Background: an optimization exercise with open tools, aiming at small area, a short achievable clock period and few clock cycles. Do not read the settings as production practice.
RTL that was checked went through simulation tests only; none was proved equivalent to the original.
Only the layout flow was run in runs 2 to 4; the RTL was not checked for function there.

[flow/run.sh]
#!/bin/bash
# synth_recipe.tcl (not shown) runs the flow's synth.tcl, then flattens the netlist and writes it again
# the make line also repeats each setting of config.mk as NAME=value (left out here)
make -C /OpenROAD-flow-scripts/flow DESIGN_CONFIG=/design/flow/config.mk WORK_HOME=/design/flow/orfs CLKGATE_MAP_FILE= SYNTH_SCRIPT=/design/flow/synth_recipe.tcl finish
[flow/config.mk]
export PLATFORM = sky130hd
export DESIGN_NAME = cc1_codec
export DESIGN_NICKNAME = cc1_codec
export VERILOG_FILES = /design/flow/design.v
export SDC_FILE = /design/flow/constraint.sdc
export NUM_CORES = 4
export LEC_CHECK = 0
export CAP_MARGIN = 20
export CORE_MARGIN = 2
export CORE_UTILIZATION = 40
export PLACE_DENSITY = 0.6
export SLEW_MARGIN = 20
[flow/constraint.sdc]
create_clock -name core_clock -period 10.0 [get_ports {clk}]
set_input_delay 2.0000 -clock core_clock [delete_from_list [all_inputs] [get_ports {clk}]]
set_output_delay 2.0000 -clock core_clock [all_outputs]
set_load 0.01 [all_outputs]
[flow/design.v]
`timescale 1ns/1ps
module cc1_codec (
    input  wire        clk,
    input  wire        rst,           
    input  wire        cmd_valid,
    input  wire [31:0] cmd,
    output wire        ready,
    input  wire [7:0]  buf_we,
    input  wire [63:0] buf_wdata,
    input  wire [8:0]  arg_we,
    input  wire [71:0] arg_wdata,
    output wire [63:0] buf_q,
    output wire [71:0] arg_q,
    output wire [71:0] out_q,
    output wire [7:0]  res,
    output wire [7:0]  status
);
    localparam [7:0] TYPE_A = 8'h21, TYPE_P = 8'h3F, TYPE_R = 8'h2A;
    reg [7:0] buf_r [0:7];            
    reg [7:0] arg_r [0:8];
    reg [7:0] out0, out1, out2;       
    reg [5:0] out3;                   
    reg       out4, out5, out6;       
    reg [7:0] res_r;
    reg       ill_r;
    reg [7:0] a_hc1, a_hc2;
    reg [7:0] p_hc1, p_hc2;
    reg [6:0] p_rp;
    reg [1:0] p_lc;
    reg [3:0] p_lt;
    reg [1:0] p_lf;
    reg [7:0] r_hc1, r_hc2;
    reg [5:0] r_rh;
    reg [7:0] r_tp, r_tr;
    reg [5:0] r_al;
    reg       r_s, r_w, r_sy;
    assign ready = 1'b1;
    genvar gi;
    generate
        for (gi = 0; gi < 8; gi = gi + 1) begin : g_bufq
            assign buf_q[8*gi +: 8] = buf_r[gi];
        end
        for (gi = 0; gi < 9; gi = gi + 1) begin : g_argq
            assign arg_q[8*gi +: 8] = arg_r[gi];
        end
    endgenerate
    assign out_q  = {8'd0, 8'd0, 7'd0, out6, 7'd0, out5, 7'd0, out4,
                     2'd0, out3, out2, out1, out0};
    assign res    = res_r;
    assign status = {7'd0, ill_r};
    function [7:0] crc7;
        input [55:0] f;
        reg [6:0] c;
        reg       fb;
        integer   j, k;
        begin
            c = f[6:0];
            for (j = 1; j < 7; j = j + 1)
                for (k = 7; k >= 0; k = k - 1) begin
                    fb = c[6] ^ f[8*j + k];
                    c  = {c[5:0], 1'b0} ^ (fb ? 7'h37 : 7'h00);
                end
            crc7 = (c == 7'd0) ? 8'h80 : {1'b0, c};
        end
    endfunction
    wire [7:0] op     = cmd[7:0];
    wire [7:0] len    = cmd[15:8];
    wire       ck     = cmd[16];
    wire       nb     = cmd[17];
    wire       rsv_ok = (cmd[31:18] == 14'd0);
    wire [3:0] cls    = op[7:4];
    wire [1:0] v      = op[1:0];
    wire       var_ok = (op[3:2] == 2'd0) && (v != 2'd3);
    wire is_crc   = rsv_ok && (op == 8'h01);
    wire is_make  = rsv_ok && (cls == 4'h1) && var_ok;
    wire is_enc   = rsv_ok && (cls == 4'h2) && var_ok;
    wire is_dec   = rsv_ok && (cls == 4'h3) && var_ok;
    wire is_valid = rsv_ok && (cls == 4'h4) && var_ok;
    wire is_gethc = rsv_ok && (cls == 4'h5) && var_ok;
    wire is_getf  = rsv_ok && (cls == 4'h6) && (op[3:2] == 2'd0) && (v != 2'd0) && (v != 2'd3);
    wire is_legal = is_crc | is_make | is_enc | is_dec | is_valid | is_gethc | is_getf;
    wire len7_ok = !nb && (len >= 8'd7);
    wire len8_ok = !nb && (len >= 8'd8);
    wire vA = (v == 2'd0);
    wire vP = (v == 2'd1);
    wire vR = v[1];
    wire [6:0] mk_rp = (arg_r[2] > 8'd100) ? 7'd100 : arg_r[2][6:0];
    wire [1:0] mk_lc = arg_r[3][1:0];
    wire [3:0] mk_lt = (arg_r[4] < 8'd1) ? 4'd1 : (arg_r[4] > 8'd15) ? 4'd15 : arg_r[4][3:0];
    wire [1:0] mk_lf = (arg_r[5] < 8'd1) ? 2'd1 : (arg_r[5] > 8'd3)  ? 2'd3  : arg_r[5][1:0];
    wire [5:0] mk_rh = (arg_r[2] > 8'd50)  ? 6'd50  : arg_r[2][5:0];
    wire [7:0] mk_tp = (arg_r[3] > 8'd199) ? 8'd199 : arg_r[3];
    wire [7:0] mk_tr = (arg_r[4] > 8'd199) ? 8'd199 : arg_r[4];
    wire [5:0] mk_al = (arg_r[5] < 8'd1) ? 6'd1 : (arg_r[5] > 8'd62) ? 6'd62 : arg_r[5][5:0];
    wire       mk_s  = (arg_r[6] != 8'd0);
    wire       mk_w  = (arg_r[7] != 8'd0);
    wire       mk_sy = (arg_r[8] != 8'd0);
    wire       mk_valid = (arg_r[0] != 8'hFF) && (arg_r[1] != 8'hFF);
    reg [7:0] enc_p [0:6];
    always @(*) begin
        case (v)
            2'd0: begin
                enc_p[0] = TYPE_A; enc_p[1] = a_hc1; enc_p[2] = a_hc2;
                enc_p[3] = 8'h01;  enc_p[4] = 8'h01; enc_p[5] = 8'h01; enc_p[6] = 8'h01;
            end
            2'd1: begin
                enc_p[0] = TYPE_P; enc_p[1] = p_hc1; enc_p[2] = p_hc2;
                enc_p[3] = {1'b0, p_rp} + 8'd1;
                enc_p[4] = {p_lf, p_lt, p_lc};
                enc_p[5] = 8'h01;  enc_p[6] = 8'h01;
            end
            default: begin
                enc_p[0] = TYPE_R; enc_p[1] = r_hc1; enc_p[2] = r_hc2;
                enc_p[3] = {r_w, r_s, r_rh + 6'd1};
                enc_p[4] = r_tp + 8'd1;
                enc_p[5] = r_tr + 8'd1;
                enc_p[6] = {r_sy, r_al, 1'b0};
            end
        endcase
    end
    wire [7:0] enc_crc = crc7({enc_p[6], enc_p[5], enc_p[4], enc_p[3],
                               enc_p[2], enc_p[1], enc_p[0]});
    wire [7:0] buf_crc = crc7({buf_r[6], buf_r[5], buf_r[4], buf_r[3],
                               buf_r[2], buf_r[1], buf_r[0]});
    wire       crc_ok  = (buf_r[7] == buf_crc);
    wire [5:0] dr_rhs = buf_r[3][5:0];
    wire [5:0] dr_al  = buf_r[6][6:1];
    wire chk_a = (buf_r[0] == TYPE_A) && (buf_r[3] == 8'h01);
    wire chk_p = (buf_r[0] == TYPE_P)
              && (buf_r[3] != 8'h00) && (buf_r[3] <= 8'd101)
              && (buf_r[4][7:6] != 2'd0) && (buf_r[4][5:2] != 4'd0)
              && (buf_r[5] == 8'h01);
    wire chk_r = (buf_r[0] == TYPE_R)
              && (dr_rhs != 6'd0) && (dr_rhs <= 6'd51)
              && (buf_r[4] != 8'h00) && (buf_r[4] <= 8'd200)
              && (buf_r[5] != 8'h00) && (buf_r[5] <= 8'd200)
              && (dr_al != 6'd0) && (dr_al != 6'h3F);
    wire chk_var = vA ? chk_a : vP ? chk_p : chk_r;
    wire go       = cmd_valid;
    wire enc_ok   = go && is_enc && len7_ok && !(ck && !len8_ok);
    wire enc_ck   = enc_ok && ck;
    wire dec_go   = go && is_dec;
    wire dec_ok   = dec_go && len8_ok && chk_var && crc_ok;
    wire make_go  = go && is_make;
    wire wr_a  = (make_go || dec_ok) && vA;
    wire wr_p  = (make_go || dec_ok) && vP;
    wire wr_r  = (make_go || dec_ok) && vR;
    wire hc_a  = (make_go || dec_go) && vA;
    wire hc_p  = (make_go || dec_go) && vP;
    wire hc_r  = (make_go || dec_go) && vR;
    wire [7:0] hc1_n = make_go ? arg_r[0] : dec_ok ? buf_r[1] : 8'hFF;
    wire [7:0] hc2_n = make_go ? arg_r[1] : dec_ok ? buf_r[2] : 8'hFF;
    wire [7:0] sel_hc1 = vA ? a_hc1 : vP ? p_hc1 : r_hc1;
    wire [7:0] sel_hc2 = vA ? a_hc2 : vP ? p_hc2 : r_hc2;
    wire       sel_valid = (sel_hc1 != 8'hFF) && (sel_hc2 != 8'hFF);
    reg [7:0] res_n;
    always @(*) begin
        res_n = 8'h00;
        if (is_crc)
            res_n = (len7_ok && buf_r[0] != 8'h00) ? buf_crc : 8'h00;
        else if (is_make)
            res_n = {7'd0, mk_valid};
        else if (is_enc)
            res_n = !enc_ok ? 8'h00 : ck ? 8'h08 : 8'h07;
        else if (is_dec)
            res_n = dec_ok ? 8'h08 : 8'h00;
        else if (is_valid)
            res_n = {7'd0, sel_valid};
        else if (is_gethc)
            res_n = 8'h02;
        else if (is_getf)
            res_n = vP ? 8'h04 : 8'h07;
    end
    integer i;
    always @(posedge clk) begin
        if (rst) begin
            res_r <= 8'h00;
            ill_r <= 1'b0;
            for (i = 0; i < 9; i = i + 1)
                arg_r[i] <= 8'h00;
            out0 <= 8'h00; out1 <= 8'h00; out2 <= 8'h00; out3 <= 6'd0;
            out4 <= 1'b0;  out5 <= 1'b0;  out6 <= 1'b0;
            a_hc1 <= 8'hFF; a_hc2 <= 8'hFF;
            p_hc1 <= 8'hFF; p_hc2 <= 8'hFF;
            p_rp  <= 7'd0;  p_lc  <= 2'd0; p_lt <= 4'd1; p_lf <= 2'd1;
            r_hc1 <= 8'hFF; r_hc2 <= 8'hFF;
            r_rh  <= 6'd0;  r_tp  <= 8'd0; r_tr <= 8'd0; r_al <= 6'd1;
            r_s   <= 1'b0;  r_w   <= 1'b0; r_sy <= 1'b0;
        end else begin
            for (i = 0; i < 9; i = i + 1)
                if (arg_we[i]) arg_r[i] <= arg_wdata[8*i +: 8];
            if (go) begin
                res_r <= res_n;
                if (!is_legal) ill_r <= 1'b1;
            end
            if (hc_a) begin a_hc1 <= hc1_n; a_hc2 <= hc2_n; end
            if (hc_p) begin p_hc1 <= hc1_n; p_hc2 <= hc2_n; end
            if (hc_r) begin r_hc1 <= hc1_n; r_hc2 <= hc2_n; end
            if (wr_p) begin
                p_rp <= make_go ? mk_rp : buf_r[3][6:0] - 7'd1;
                p_lc <= make_go ? mk_lc : buf_r[4][1:0];
                p_lt <= make_go ? mk_lt : buf_r[4][5:2];
                p_lf <= make_go ? mk_lf : buf_r[4][7:6];
            end
            if (wr_r) begin
                r_rh <= make_go ? mk_rh : dr_rhs - 6'd1;
                r_tp <= make_go ? mk_tp : buf_r[4] - 8'd1;
                r_tr <= make_go ? mk_tr : buf_r[5] - 8'd1;
                r_al <= make_go ? mk_al : dr_al;
                r_s  <= make_go ? mk_s  : buf_r[3][6];
                r_w  <= make_go ? mk_w  : buf_r[3][7];
                r_sy <= make_go ? mk_sy : buf_r[6][7];
            end
            if (go && is_gethc) begin
                out0 <= sel_hc1;
                out1 <= sel_hc2;
            end
            if (go && is_getf) begin
                if (vP) begin
                    out0 <= {1'b0, p_rp};
                    out1 <= {6'd0, p_lc};
                    out2 <= {4'd0, p_lt};
                    out3 <= {4'd0, p_lf};
                end else begin
                    out0 <= {2'd0, r_rh};
                    out1 <= r_tp;
                    out2 <= r_tr;
                    out3 <= r_al;
                    out4 <= r_s;
                    out5 <= r_w;
                    out6 <= r_sy;
                end
            end
        end
    end
    always @(posedge clk) begin
        if (!rst) begin
            for (i = 0; i < 8; i = i + 1)
                if (buf_we[i]) buf_r[i] <= buf_wdata[8*i +: 8];
            if (enc_ok) begin
                for (i = 0; i < 7; i = i + 1)
                    buf_r[i] <= enc_p[i];
                if (ck) buf_r[7] <= enc_crc;
            end
        end
    end
endmodule
==> results of run 1 <==
path summary, 6_finish.rpt:
kind	endpoint	start	cells past startpoint	slack [ps]
min reg2reg	out0[6]$_SDFFE_PP0P_	out0[6]$_SDFFE_PP0P_	2	450
max	buf_r[7][0]$_DFFE_PN_	cmd[0]	20	1970
max reg2reg	p_rp[0]$_SDFFE_PP0P_	buf_r[0][5]$_SDFFCE_PP1P_	18	2270
min	out0[6]$_SDFFE_PP0P_	out0[6]$_SDFFE_PP0P_	2	450
worst max-delay path, stage by stage:
cell	delay, ps
clkdlybuf4s50_1	460
buf_4	350
mux2_2	380
mux2i_1	490
xnor2_1	230
xor3_1	520
xnor3_1	480
xor2_1	210
xnor2_1	410
xnor3_1	430
xnor3_1	420
xnor2_2	220
xor2_1	340
xnor3_1	530
xor2_1	200
ha_1	180
nand2_1	50
nor2_1	90
o211ai_1	110
and3_1	200
sequential cells by signal, summed over array words and instances (netlist names), 7 cells and up:
signal  flops
out2        8
buf_r      64
r_hc2       8
p_hc2       8
r_tr        8
p_hc1       8
out0        8
r_hc1       8
res_r       8
p_rp        7
out1        8
arg_r      72
r_tp        8
a_hc1       8
a_hc2       8
cells by family after synthesis:
| family | Yosys count |
|---|---|
| and+or+nand+nor | 716 |
| adders and majority gates | 13 |
| xor gates and xnor gates | 335 |
| other | 2 |
| buffers and inverters | 182 |
| AOI/OAI and AO/OA | 324 |
| DFF | 272 |
| muxes | 124 |
synth_stat cells (4+ instances only):
library cell,n
a21boi_0,5
edfxtp_1,64
ha_1,13
xnor3_1,68
buf_4,53
nor2b_1,11
and3_1,10
xnor2_2,12
xnor2_1,149
xor3_1,15
nor4_1,22
a21oi_1,88
a31oi_1,8
xor2_1,75
a211oi_1,6
or4_1,10
nor3_1,23
or3_1,6
mux2i_1,110
nand2_1,248
nand4_1,16
o21ai_1,6
buf_1,8
nand2b_1,11
buf_2,9
nor2_1,274
dfxtp_1,208
xnor3_2,6
nand3_1,55
o311ai_1,6
mux2_2,11
o22ai_1,4
a22oi_1,8
clkbuf_1,95
o211ai_1,20
o21ai_0,123
inv_1,14
a311oi_1,10
o22a_1,16
nor3b_1,8
xnor2_4,4
per-stage QoR:
| stage | utilization [%] | setup slack, ps | hold WS, ps | instances |
|---|---|---|---|---|
| floorplan | - | 2852 | 436.7 | 2013 |
| global placement | 49.48 | 1715 | 441.6 | 2829 |
| detailed placement | 49.49 | 1455 | 446.1 | 2829 |
| CTS | 52.26 | 2027 | 454.2 | 2891 |
| global route | 52.26 | 1603 | 481.7 | 2891 |
| finish | 52.27 | 1974 | 453.9 | 2892 |
routing by layer:
metal / global-route usage (%) / wire length [µm]
met1: 38.06 / 28680
met2: 44.81 / 30390
met3: 7.343 / 6285
met4: 7.954 / 1715
met5: 0 / 22
cell type report:
type                            instances  area, µm²
Multi-Input combinational cell       1559      11160
Timing Repair Buffer                  391       3841
Inverter                               15      56.30
Clock buffer                           53       1056
Clock inverter                          9      167.7
Antenna cell                            1      2.502
Fill cell                            4114      21110
Tap cell                              592      740.7
Sequential cell                       272       6086
==> results.cfg, run 1 <==
[cts]
htree_levels = 2
cts_sinks = 272
post_cts_resized = 0
insertion_delay_ps = 550
root_buffer = clkbuf_16
ctsLongestPathBuffers = 3
post_cts_buffers = 0
hold_buffers = 0
cts_tree = yes
cts-buffers-inserted = 34
path_clk_slew_ps = 50

[min_path]
hold_class = reg -> reg

[layout]
drive_above_1_share_pct = 6.090
area_growth_pct = 28.79
final_cell_mix = clkdlybuf4s50_1 (363), nor2_1 (272), nand2_1 (247)
nets = 2474
layout_commonest_cell = clkdlybuf4s50_1
post-route-cell-area_um2 = 23110

[global_routing]
grt_pass1_wl_mm = 99.81
antenna_found_initial = 6
grt_pass1_vias = 15795
gr-total-overflow = 0
grt_max_degree = 79
grt_usage_pct = 28.28

[floorplanning]
io_pins = 413
dieWidth_um = 215.8
start_util_pct = 40.59
dieArea_um2 = 46580
core-area_um2 = 44220
rows = 77
dieHeight_um = 215.8

[synthesis]
ys_types = 76
synth-xor-area-share_pct = 24.66
synth_seq_cells = 272
netlist_area_um2 = 17950
seq_area_frac_synth_pct = 33.91
synth_flop_cell = dfxtp_1
async_reset_ff_share_pct = 0
syn_avg_cell_area_um2 = 9.120
synth_top_family_by_area = XOR/XNOR gates
yosysTopAreaCellShare_pct = 23.20
synth_compound_area_share_pct = 10.91
synth.largest_area_cell = dfxtp_1
syn-instance-count = 1968
synth_fa_ha_area_share_pct = 0.9063
synth_edf_count = 64
synthSimpleGateAreaFrac_pct = 17.47
synthMuxAreaShare_pct = 7.041
ys_warn_count = 4
yosys-top-cells-area = dfxtp_1 (23%), edfxtp_1 (11%), xnor3_1 (8.5%)

[run_status]
status = complete, no violations

[worst_setup_path]
startpoint_type = primary input
critPathKind = in -> reg
path_max_fanout = 27
arrival_ps = 8320
cp_data_required_time_ps = 10300
cp-end-kind = flip-flop

[detailed_routing]
via_count = 15869
drt_wl_total_mm = 67.09
detail_route.iter0.violations = 1574
wl_per_cell_um = 23.20
drc_errors = 0
ant_nets = 0
via_per_inst = 5.487
first_pass_iters = 6

[placement]
gp_congestion = 0.9126
placed_cell_area_um2 = 21880
hpwl_mm = 51.70
port_buffers = 365

[timing]
rsz0062_at_grt = false
setup_violations = 0
period_share_pct = 80.26
maxSlewHeadroom_pct = 29.08
period_minus_slack_ps = 8026
final-hold-violation-count = 0
report.final.slew_viol_count = 0
timing.fmax_mhz = 124.6
tns_ps = 0
skew_ps = 24.74
worst_pin_slew_ps = 1061

[flow_run]
maxCapViolCount = 0
Testbench counts, summed over its fixed seeds: cycles 27,999.
==> run 2, diff against run 1 <==
--- a/flow/design.v
+++ b/flow/design.v
@@ -17,6 +17,7 @@
 );
     localparam [7:0] TYPE_A = 8'h21, TYPE_P = 8'h3F, TYPE_R = 8'h2A;
     reg [7:0] buf_r [0:7];            
+    reg       ck_live;                
     reg [7:0] arg_r [0:8];
     reg [7:0] out0, out1, out2;       
     reg [5:0] out3;                   
@@ -37,32 +38,18 @@
     assign ready = 1'b1;
     genvar gi;
     generate
-        for (gi = 0; gi < 8; gi = gi + 1) begin : g_bufq
+        for (gi = 0; gi < 7; gi = gi + 1) begin : g_bufq
             assign buf_q[8*gi +: 8] = buf_r[gi];
         end
         for (gi = 0; gi < 9; gi = gi + 1) begin : g_argq
             assign arg_q[8*gi +: 8] = arg_r[gi];
         end
     endgenerate
+    assign buf_q[63:56] = buf7;
     assign out_q  = {8'd0, 8'd0, 7'd0, out6, 7'd0, out5, 7'd0, out4,
                      2'd0, out3, out2, out1, out0};
     assign res    = res_r;
     assign status = {7'd0, ill_r};
-    function [7:0] crc7;
-        input [55:0] f;
-        reg [6:0] c;
-        reg       fb;
-        integer   j, k;
-        begin
-            c = f[6:0];
-            for (j = 1; j < 7; j = j + 1)
-                for (k = 7; k >= 0; k = k - 1) begin
-                    fb = c[6] ^ f[8*j + k];
-                    c  = {c[5:0], 1'b0} ^ (fb ? 7'h37 : 7'h00);
-                end
-            crc7 = (c == 7'd0) ? 8'h80 : {1'b0, c};
-        end
-    endfunction
     wire [7:0] op     = cmd[7:0];
     wire [7:0] len    = cmd[15:8];
     wire       ck     = cmd[16];
@@ -118,11 +105,66 @@
             end
         endcase
     end
-    wire [7:0] enc_crc = crc7({enc_p[6], enc_p[5], enc_p[4], enc_p[3],
-                               enc_p[2], enc_p[1], enc_p[0]});
-    wire [7:0] buf_crc = crc7({buf_r[6], buf_r[5], buf_r[4], buf_r[3],
-                               buf_r[2], buf_r[1], buf_r[0]});
-    wire       crc_ok  = (buf_r[7] == buf_crc);
+    wire [7:0] cb0 = buf_r[0], cb1 = buf_r[1], cb2 = buf_r[2], cb3 = buf_r[3];
+    wire [7:0] cb4 = buf_r[4], cb5 = buf_r[5], cb6 = buf_r[6];
+    wire [6:0] crc_c;
+    wire t0 = cb0[6] ^ cb1[7];
+    wire t1 = cb6[5] ^ t0;
+    wire t2 = cb0[2] ^ cb1[3];
+    wire t3 = t1 ^ t2;
+    wire t4 = cb6[4] ^ t3;
+    wire t5 = cb6[1] ^ cb6[2];
+    wire t6 = cb5[6] ^ t5;
+    wire t7 = cb5[5] ^ cb6[0];
+    wire t8 = cb4[2] ^ cb5[3];
+    wire t9 = cb3[2] ^ cb5[2];
+    wire t10 = cb3[0] ^ cb4[7];
+    wire t11 = cb2[1] ^ t10;
+    wire t12 = t7 ^ t8;
+    wire t13 = t4 ^ t9;
+    wire t14 = cb6[7] ^ t11;
+    wire t15 = cb5[4] ^ t13;
+    wire t16 = cb5[1] ^ t6;
+    wire t17 = cb4[0] ^ t12;
+    wire t18 = cb3[1] ^ t16;
+    wire t19 = cb2[0] ^ cb6[6];
+    wire t20 = cb0[5] ^ cb1[6];
+    wire t21 = cb0[4] ^ cb1[5];
+    wire t22 = cb0[3] ^ cb1[4];
+    wire t23 = cb0[1] ^ cb1[2];
+    wire t24 = cb0[0] ^ cb1[1];
+    wire t25 = t23 ^ t24;
+    wire t26 = t21 ^ t25;
+    wire t27 = t19 ^ t22;
+    wire t28 = t18 ^ t20;
+    wire t29 = t17 ^ t26;
+    wire t30 = cb6[3] ^ t28;
+    wire t31 = cb5[7] ^ t15;
+    wire t32 = cb5[0] ^ t29;
+    wire t33 = cb4[5] ^ t14;
+    wire t34 = cb4[4] ^ cb4[6];
+    wire t35 = cb4[3] ^ t31;
+    wire t36 = cb4[1] ^ t30;
+    wire t37 = cb3[6] ^ t0;
+    wire t38 = cb3[4] ^ cb3[5];
+    wire t39 = cb3[3] ^ t27;
+    wire t40 = cb3[1] ^ t34;
+    wire t41 = cb2[7] ^ t33;
+    wire t42 = cb2[5] ^ cb3[7];
+    wire t43 = cb2[3] ^ t40;
+    wire t44 = cb2[2] ^ t41;
+    wire t45 = cb2[0] ^ t37;
+    wire t46 = cb1[0] ^ t43;
+    assign crc_c[0] = cb2[2] ^ cb2[6] ^ cb3[5] ^ cb4[4] ^ cb4[7] ^ cb6[2] ^ cb6[3] ^ t17 ^ t35 ^ t39;
+    assign crc_c[1] = cb2[3] ^ cb2[6] ^ cb4[1] ^ cb4[2] ^ cb5[7] ^ cb6[0] ^ t2 ^ t21 ^ t38 ^ t44 ^ t45 ^ t6 ^ t9;
+    assign crc_c[2] = cb2[4] ^ cb2[6] ^ cb2[7] ^ cb3[6] ^ cb3[7] ^ cb5[0] ^ cb6[1] ^ t11 ^ t15 ^ t19 ^ t20 ^ t46 ^ t7;
+    assign crc_c[3] = cb1[0] ^ cb2[4] ^ cb3[2] ^ cb5[3] ^ cb5[5] ^ t1 ^ t18 ^ t24 ^ t39 ^ t42 ^ t44;
+    assign crc_c[4] = cb2[5] ^ cb4[3] ^ cb5[6] ^ t14 ^ t22 ^ t32 ^ t38 ^ t4 ^ t46;
+    assign crc_c[5] = cb2[4] ^ cb3[0] ^ cb3[3] ^ cb4[5] ^ cb5[2] ^ cb6[4] ^ t32 ^ t36 ^ t45;
+    assign crc_c[6] = cb2[1] ^ cb3[4] ^ cb4[6] ^ t23 ^ t35 ^ t36 ^ t42 ^ t8;
+    wire [7:0] buf_crc = (crc_c == 7'd0) ? 8'h80 : {1'b0, crc_c};
+    wire [7:0] buf7    = ck_live ? buf_crc : buf_r[7];
+    wire       crc_ok  = ck_live || (buf_r[7] == buf_crc);
     wire [5:0] dr_rhs = buf_r[3][5:0];
     wire [5:0] dr_al  = buf_r[6][6:1];
     wire chk_a = (buf_r[0] == TYPE_A) && (buf_r[3] == 8'h01);
@@ -235,13 +277,23 @@
     end
     always @(posedge clk) begin
         if (!rst) begin
-            for (i = 0; i < 8; i = i + 1)
+            for (i = 0; i < 7; i = i + 1)
                 if (buf_we[i]) buf_r[i] <= buf_wdata[8*i +: 8];
-            if (enc_ok) begin
+            if (enc_ok)
                 for (i = 0; i < 7; i = i + 1)
                     buf_r[i] <= enc_p[i];
-                if (ck) buf_r[7] <= enc_crc;
-            end
-        end
+            if (buf_we[7])
+                buf_r[7] <= buf_wdata[63:56];
+            else if (ck_live)
+                buf_r[7] <= buf_crc;
+        end
+    end
+    always @(posedge clk) begin
+        if (rst)
+            ck_live <= 1'b0;
+        else if (enc_ck)
+            ck_live <= 1'b1;
+        else if (enc_ok || buf_we != 8'd0)
+            ck_live <= 1'b0;
     end
 endmodule
==> results.cfg, run 2 <==
[synthesis]
yosys-top-cells-area = dfxtp_1 (28%), edfxtp_1 (13%), mux2i_1 (7.3%)
syn_avg_cell_area_um2 = 8.761
seq_area_frac_synth_pct = 41.36
synth_seq_cells = 273
yosys-top-cells-count = nor2_1 (250), dfxtp_1 (209), a21oi_1 (164)
async_reset_ff_share_pct = 0
syn-instance-count = 1685
yosysMostFrequentCell = nor2_1
synth_flop_cell = dfxtp_1
netlist_area_um2 = 14760
ys_types = 67
yosysTopAreaCellShare_pct = 28.34
synth.largest_area_cell = dfxtp_1
synth_edf_count = 64
ys_warn_count = 4

[cts]
cts_sinks = 273
path_clk_slew_ps = 60
insertion_delay_ps = 580
hold_buffers = 0
root_buffer = clkbuf_16
cts-buffers-inserted = 31
post_cts_resized = 0
post_cts_buffers = 0
ctsLongestPathBuffers = 3
cts_tree = yes
htree_levels = 1

[floorplanning]
start_util_pct = 40.52
dieArea_um2 = 38460
dieHeight_um = 196.1
core-area_um2 = 36430
dieWidth_um = 196.1
rows = 70
io_pins = 413

[worst_setup_path]
path_max_fanout = 5
cp_data_required_time_ps = 8000
cp_top_family = XOR/XNOR gates
cp_num_buf_inv = 2
cp_common_cell = xnor2_1
cp-end-kind = output pin
critPathKind = reg -> out
cp_cell_sequence = inv_1 > ha_1 > xnor2_1 > xnor3_1 > xnor2_1 > xor2_1 > or3_1 > a2111oi_4 > mux2_2 > clkdlybuf4s50_1
cpPeakStageDelay_ps = 540
r2r_start = buf_r[3][4]$_DFFE_PP_
crit_start = buf_r[3][4]$_DFFE_PP_
arrival_ps = 4360
cp_slowest_cell = clkdlybuf4s50_1
startpoint_type = flip-flop

[layout]
layout_commonest_cell = clkdlybuf4s50_1
n_antenna_cell = 0
drive_above_1_share_pct = 5.531
post-route-cell-area_um2 = 19580
largest_register = arg_r
largest_register_ffs = 72
nets = 2186
reg_top3 = arg_r (72), buf_r (64)
final_cell_mix = clkdlybuf4s50_1 (363), nor2_1 (250), dfxtp_1 (209)
utilization_pct = 53.74
area_growth_pct = 32.64
fill_cells = 3366

[detailed_routing]
ant_nets = 0
via_count = 13778
first_pass_iters = 5
drc_errors = 0
drt_wl_total_mm = 54.74
wl_per_cell_um = 22.12
via_per_inst = 5.567
detail_route.iter0.violations = 1253

[placement]
placed_cell_area_um2 = 18460
hpwl_mm = 40.95
gp_congestion = 0.8965
port_buffers = 365
dp_slack_ps = 3939

[timing]
maxSlewHeadroom_pct = 31.50
skew_ps = 20.33
worst_pin_slew_ps = 1024
final-hold-violation-count = 0
timing.fmax_mhz = 157.4
report.final.slew_viol_count = 0
setup_violations = 0
worst_slack_ps = 3645
period_minus_slack_ps = 6355
period_share_pct = 63.55
tns_ps = 0
rsz0062_at_grt = false

[flow_run]
maxCapViolCount = 0

[run_status]
status = complete, no violations

[global_routing]
antenna_found_initial = 0
grt_usage_pct = 27.52
grt_max_degree = 69
gr-total-overflow = 0
grt_pass1_vias = 12958
grt_pass1_wl_mm = 81.23

[min_path]
hold_class = reg -> reg
worstHoldStart = out2[7]$_SDFFE_PP0P_
==> run 2: cells by family after synthesis <==
family          after synthesis  synth area share, %
simple gates                610                18.54
flops                       273                41.36
fa+ha+maj                    16                1.356
buf+inv                     187                6.484
compound gates              343                13.81
other cells                   2              0.05087
mux                         119                8.162
xor+xnor                    135                10.23
==> run 2: worst paths after layout <==
check                         endpoint  slack, ps  cells past startpoint
setup / recovery             buf_q[63]       3640                     10
setup reg to reg  p_lt[3]$_SDFFE_PP0P_       5220                     14
hold / removal    out2[7]$_SDFFE_PP0P_        450                      2
hold reg to reg   out2[7]$_SDFFE_PP0P_        450                      2
==> run 2: worst register-to-register path: cells and delay by family, from the launching register on <==
family	cells	cell delay, ps
simple gates	2	940
buf+inv	2	450
compound gates	4	1090
flops	1	490
xor+xnor	5	1400
fa+ha+maj	1	330
==> run 2: area by class of cell <==
| type | count | area (µm²) | area share [%] |
|---|---|---|---|
| timing repair buffer | 385 | 3800 | 19.41 |
| tap | 468 | 585.6 | 2.990 |
| clock buffer | 47 | 1032 | 5.272 |
| inverter | 21 | 78.83 | 0.4026 |
| multi-input combinational | 1270 | 7890 | 40.29 |
| sequential | 273 | 6106 | 31.18 |
| clock inverter | 11 | 88.84 | 0.4537 |
==> run 2: metrics by stage <==
stage | hold WS (ps) | instances
final | 452.1 | 2475
after detailed placement | 447.3 | 2417
after CTS | 456.0 | 2475
after global placement | 438.2 | 2417
after global routing | 479.3 | 2475
after floorplan | 436.7 | 1730
==> run 2: layer usage <==
metal,global-route usage [%],wire [µm],part of all wire (%),up-vias
met5,0,0,0,-
met4,8.530,1671,3.1,0
met3,5.535,4796,8.8,90
met2,43.73,24600,45,697
met1,37.71,23670,43,6549
li1,-,-,-,6442
==> run 3, diff against run 2 <==
==> flow/flow/run.sh (new file) <==
#!/bin/bash
# Standard ORFS layout via the standard.sh, with the port buffers made
# from sky130_fd_sc_hd__buf_1 instead of the default choice of cell.
set -euo pipefail
export BUFFER_PORTS_ARGS="-buffer_cell sky130_fd_sc_hd__buf_1"
bash standard.sh > make_finish.log 2>&1
==> flow/standard.sh (new file) <==
#!/bin/bash
# synth_recipe.tcl (not shown) runs the flow's synth.tcl, then flattens the netlist and writes it again
# the make line also repeats each setting of config.mk as NAME=value (left out here)
make -C /OpenROAD-flow-scripts/flow DESIGN_CONFIG=/design/flow/config.mk WORK_HOME=/design/flow/orfs CLKGATE_MAP_FILE= SYNTH_SCRIPT=/design/flow/synth_recipe.tcl "${@:-finish}"
removed: flow/run.sh
==> results.cfg, run 3 <==
[synthesis]
syn-instance-count = 1685
yosysMostFrequentCell = nor2_1
yosysTopAreaCellShare_pct = 28.34
ys_warn_count = 4
synth_edf_count = 64
ys_types = 67
yosys-top-cells-area = dfxtp_1 (28%), edfxtp_1 (13%), mux2i_1 (7.3%)
synth_seq_cells = 273
netlist_area_um2 = 14760
synth.largest_area_cell = dfxtp_1
syn_avg_cell_area_um2 = 8.761
yosys-top-cells-count = nor2_1 (250), dfxtp_1 (209), a21oi_1 (164)
async_reset_ff_share_pct = 0
seq_area_frac_synth_pct = 41.36
synth_flop_cell = dfxtp_1

[run_status]
status = complete, no violations

[timing]
worst_pin_slew_ps = 1031
timing.fmax_mhz = 170.6
maxSlewHeadroom_pct = 30.76
report.final.slew_viol_count = 0
setup_violations = 0
rsz0062_at_grt = false
tns_ps = 0
skew_ps = 22.61
period_share_pct = 58.61
period_minus_slack_ps = 5861
final-hold-violation-count = 0

[layout]
post-route-cell-area_um2 = 17360
largest_register_ffs = 72
reg_top3 = arg_r (72), buf_r (64)
drive_above_1_share_pct = 5.622
final_cells = 2479
largest_register = arg_r
nets = 2189
final_cell_mix = buf_1 (363), nor2_1 (250), dfxtp_1 (209)
layout_commonest_cell = buf_1
area_growth_pct = 17.58

[worst_setup_path]
path_max_fanout = 5
startpoint_type = flip-flop
cpPeakStageDelay_ps = 550
arrival_ps = 3860
cp_data_required_time_ps = 8000
cp_cell_sequence = xnor3_1 > xnor3_1 > xor3_1 > xnor2_2 > nand3_1 > a2111oi_4 > mux2_2 > buf_1
critPathKind = reg -> out
cp-end-kind = output pin
cp_common_cell = xnor3_1
cp_slowest_cell = edfxtp_1

[detailed_routing]
via_count = 13851
drt_wl_total_mm = 53.87
first_pass_iters = 5
detail_route.iter0.violations = 1166
drc_errors = 0
via_per_inst = 5.587
wl_per_cell_um = 21.73
ant_nets = 0

[cts]
hold_buffers = 0
cts_tree = yes
insertion_delay_ps = 540
path_clk_slew_ps = 60
cts-buffers-inserted = 34
post_cts_buffers = 0
post_cts_resized = 0
cts_sinks = 273
ctsLongestPathBuffers = 3
htree_levels = 2
root_buffer = clkbuf_16

[global_routing]
gr-total-overflow = 0
grt_usage_pct = 27.15
grt_pass1_vias = 12845
antenna_found_initial = 2
grt_pass1_wl_mm = 79.64
grt_max_degree = 71

[flow_run]
maxCapViolCount = 0

[placement]
gp_congestion = 0.9345
dp_cells = 2417
hpwl_mm = 40.44
placed_cell_area_um2 = 16190
port_buffers = 365

[floorplanning]
core-area_um2 = 36430
dieArea_um2 = 38460
dieWidth_um = 196.1
rows = 70
io_pins = 413
start_util_pct = 40.52
dieHeight_um = 196.1

[min_path]
hold_class = reg -> reg
[run 3: routing by layer]
layer / share of wire, % / vias to the layer above / GRT usage (%)
met3: 8.9 / 98 / 5.192
met4: 3.8 / 0 / 10.21
li1: - / 6429 / -
met2: 45 / 696 / 42.35
met1: 43 / 6628 / 37.34
met5: 0 / - / 0
[run 3: cells by family (layout without fill, tap and decap cells)]
group	Yosys count	count (layout)	share of synthesized area, %
fa+ha+maj	16	16	1.356
mux	119	119	8.162
simple gates	610	610	18.54
compound gates	343	343	13.81
buf+inv	187	467	6.484
flops	273	273	41.36
xor+xnor	135	135	10.23
other cells	2	48	0.05087
[run 3: critical path: cells and delay by family (launching register included)]
family	cells	cell delay (ps)
buffers and inverters	1	150
AOI/OAI and AO/OA	1	440
xor gates and xnor gates	4	1750
and+or+nand+nor	1	180
muxes	1	250
DFF	1	550
[run 3: final cells by class]
type	count	area, µm²
repair buffers	385	1525
well taps	468	585.6
clock inverters	16	167.7
diodes	1	2.502
flip-flops and latches	273	6106
multi-input cells	1270	7898
inverters	21	78.83
fillers	3617	19080
clock buffers	45	994.7
[run 3: per-stage QoR]
stage	hold slack, ps	utilization [%]	setup slack [ps]
after floorplan	436.7	-	5157
after global placement	443.8	44.42	4599
after detailed placement	446.0	44.44	4391
after CTS	454.0	47.63	4129
after global routing	478.3	47.63	3968
final	450.7	47.64	4139
[run 3: worst paths after layout]
path                        startpoint                     to  slack, ps  cells after the start
min               out2[6]$_SDFFE_PP0P_   out2[6]$_SDFFE_PP0P_        450                      2
min reg2reg       out2[6]$_SDFFE_PP0P_   out2[6]$_SDFFE_PP0P_        450                      2
max reg2reg  buf_r[0][6]$_SDFFCE_PP0P_  a_hc2[3]$_SDFFE_PP1P_       5280                     11
max          buf_r[0][6]$_SDFFCE_PP0P_              buf_q[63]       4140                      8
==> run 4, diff against run 3 <==
--- a/flow/config.mk
+++ b/flow/config.mk
@@ -9,4 +9,5 @@
 export CORE_MARGIN = 2
 export CORE_UTILIZATION = 40
 export PLACE_DENSITY = 0.6
+export SETUP_SLACK_MARGIN = 5
 export SLEW_MARGIN = 20
==> results.cfg, run 4 <==
[layout]
drive_above_1_share_pct = 9.903
largest_register = arg_r
layout_commonest_cell = buf_1
reg_top3 = arg_r (72), buf_r (64)
final_cell_mix = buf_1 (362), nor2_1 (250), dfxtp_1 (209)
largest_register_ffs = 72
area_growth_pct = 22.22
nets = 2239
post-route-cell-area_um2 = 18040

[detailed_routing]
detail_route.iter0.violations = 1302
via_per_inst = 5.580
first_pass_iters = 5
drc_errors = 0
wl_per_cell_um = 21.91
drt_wl_total_mm = 55.40
via_count = 14112
ant_nets = 0

[synthesis]
yosys-top-cells-count = nor2_1 (250), dfxtp_1 (209), a21oi_1 (164)
synth_flop_cell = dfxtp_1
ys_warn_count = 4
synth.largest_area_cell = dfxtp_1
async_reset_ff_share_pct = 0
yosys-top-cells-area = dfxtp_1 (28%), edfxtp_1 (13%), mux2i_1 (7.3%)
syn_avg_cell_area_um2 = 8.761
synth_edf_count = 64
seq_area_frac_synth_pct = 41.36
synth_seq_cells = 273
syn-instance-count = 1685
yosysTopAreaCellShare_pct = 28.34
yosysMostFrequentCell = nor2_1
ys_types = 67
netlist_area_um2 = 14760

[timing]
setup_violations = 0
timing.fmax_mhz = 190.6
whs_ps = 450.0
period_share_pct = 52.47
worst_pin_slew_ps = 978.1
maxSlewHeadroom_pct = 34.56
period_minus_slack_ps = 5247
rsz0062_at_grt = true
tns_ps = 0
skew_ps = 15.59
report.final.slew_viol_count = 0
final-hold-violation-count = 0

[floorplanning]
dieHeight_um = 196.1
io_pins = 413
start_util_pct = 40.52
dieArea_um2 = 38460
dieWidth_um = 196.1
core-area_um2 = 36430
rows = 70

[placement]
placed_cell_area_um2 = 16190
gp_congestion = 0.9345
hpwl_mm = 40.44
port_buffers = 365

[flow_run]
maxCapViolCount = 0

[cts]
cts_sinks = 273
root_buffer = clkbuf_16
cts-buffers-inserted = 34
ctsLongestPathBuffers = 3
htree_levels = 2
cts_tree = yes
path_clk_slew_ps = 60
hold_buffers = 0
insertion_delay_ps = 530

[min_path]
hold_class = reg -> reg

[worst_setup_path]
path_max_fanout = 4
cp-end-kind = output pin
cp_data_required_time_ps = 8000
critPathKind = reg -> out
arrival_ps = 3250
startpoint_type = flip-flop

[run_status]
status = complete, no violations

[global_routing]
grt_pass1_vias = 13091
grt_pass1_wl_mm = 81.63
antenna_found_initial = 2
gr-total-overflow = 0
grt_max_degree = 71
grt_usage_pct = 27.93
==> run 4: cell counts after synthesis <==
Identical to the previous run, type by type.
==> run 4: path summary, 6_finish.rpt <==
check	slack, ps	from	endpoint	cells after the start
max	4750	buf_r[2][0]$_DFFE_PP_	buf_q[63]	8
min	450	out2[6]$_SDFFE_PP0P_	out2[6]$_SDFFE_PP0P_	2
min reg2reg	450	out2[6]$_SDFFE_PP0P_	out2[6]$_SDFFE_PP0P_	2
max reg2reg	5690	buf_r[2][0]$_DFFE_PP_	p_lt[1]$_SDFFE_PP0P_	14
==> run 4: logic make-up (layout without fill, tap and decap cells) <==
group	after synthesis	in the layout	share of synthesized area, %
buffers and inverters	187	517	6.484
AO/OA/AOI/OAI	343	343	13.81
multiplexers	119	119	8.162
other	2	48	0.05087
XOR/XNOR	135	135	10.23
flip-flops	273	273	41.36
adder cells (fa/ha/maj)	16	16	1.356
AND/OR/NAND/NOR	610	610	18.54
==> run 4: layer usage <==
layer / GRT usage (%) / vias up / wire length [µm] / part of all wire (%)
met5: 0 / - / 0 / 0
met4: 10.35 / 0 / 1988 / 3.6
met3: 5.501 / 105 / 5015 / 9.1
met2: 44.18 / 753 / 25100 / 45
met1: 37.88 / 6727 / 23300 / 42
li1: - / 6527 / - / -
==> run 4: cell type report <==
type                    count  area [µm²]
inverters                  21       78.83
fillers                  3544       18390
diodes                      1       2.502
multi-input cells        1270        8148
repair buffers            435        1961
clock inverters            16       167.7
well taps                 468       585.6
clock buffers              45       994.7
flip-flops and latches    273        6106
==> run 4: timing repair <==
item	4_1_cts	5_1_grt
pin swaps	22	11
gates resized for setup	28	21
setup endpoints to repair	33	98
buffers inserted	43	7
==> run 4: worst max-delay path, cell delays in order, from the launching register on <==
cell       delay [ps]
edfxtp_1          540
xnor2_2           250
xnor3_1           370
xnor3_1           250
xnor2_2           210
or3_4             400
a2111oi_4         390
mux2_4            220
buf_6             100
==> run 4: stage by stage <==
| stage | setup WS, ps | cells | util [%] |
|---|---|---|---|
| finish | 4753 | 2529 | 49.52 |
| global route | 4661 | 2528 | 49.52 |
| CTS | 4776 | 2521 | 49.07 |
| detailed placement | 4391 | 2417 | 44.44 |
| global placement | 4599 | 2417 | 44.42 |
| floorplan | 5157 | 1730 | - |

what the ideal ports hide:
The flow's constraints put no driver on any port. The routed layouts listed below were extracted and timed again, unchanged, in two steps.
Step 1 assumes that a clkbuf_16 drives the clock port and a buf_2 every other input.
Step 2 moves the port delays by t, midway between the first and last clock arrival at a register: inputs arrive t later, outputs are due t later. That takes back most of the time a late clock gives input paths.
a / b / c = no drivers / after step 1 / after step 2; a / b = the first two.
run | shift t [ns] | setup slack, ns | worst data-port slew with drivers (ns) | cell pins on the clock port's net
run 1 | 0.591 | 1.974 / 1.989 / 1.399 | 0.09 | 1
run 2 | 0.626 | 3.645 / 3.588 / 3.876 | 0.07 | 1
run 3 | 0.583 | 4.139 / 4.083 / 4.311 | 0.08 | 1
run 4 | 0.578 | 4.753 / 4.698 / 4.580 | 0.07 | 1
After both steps setup and hold are still met in every run listed. For run 1, which loses most, drivers alone change the setup slack by +0.015 ns; drivers and shift together by -0.575 ns.
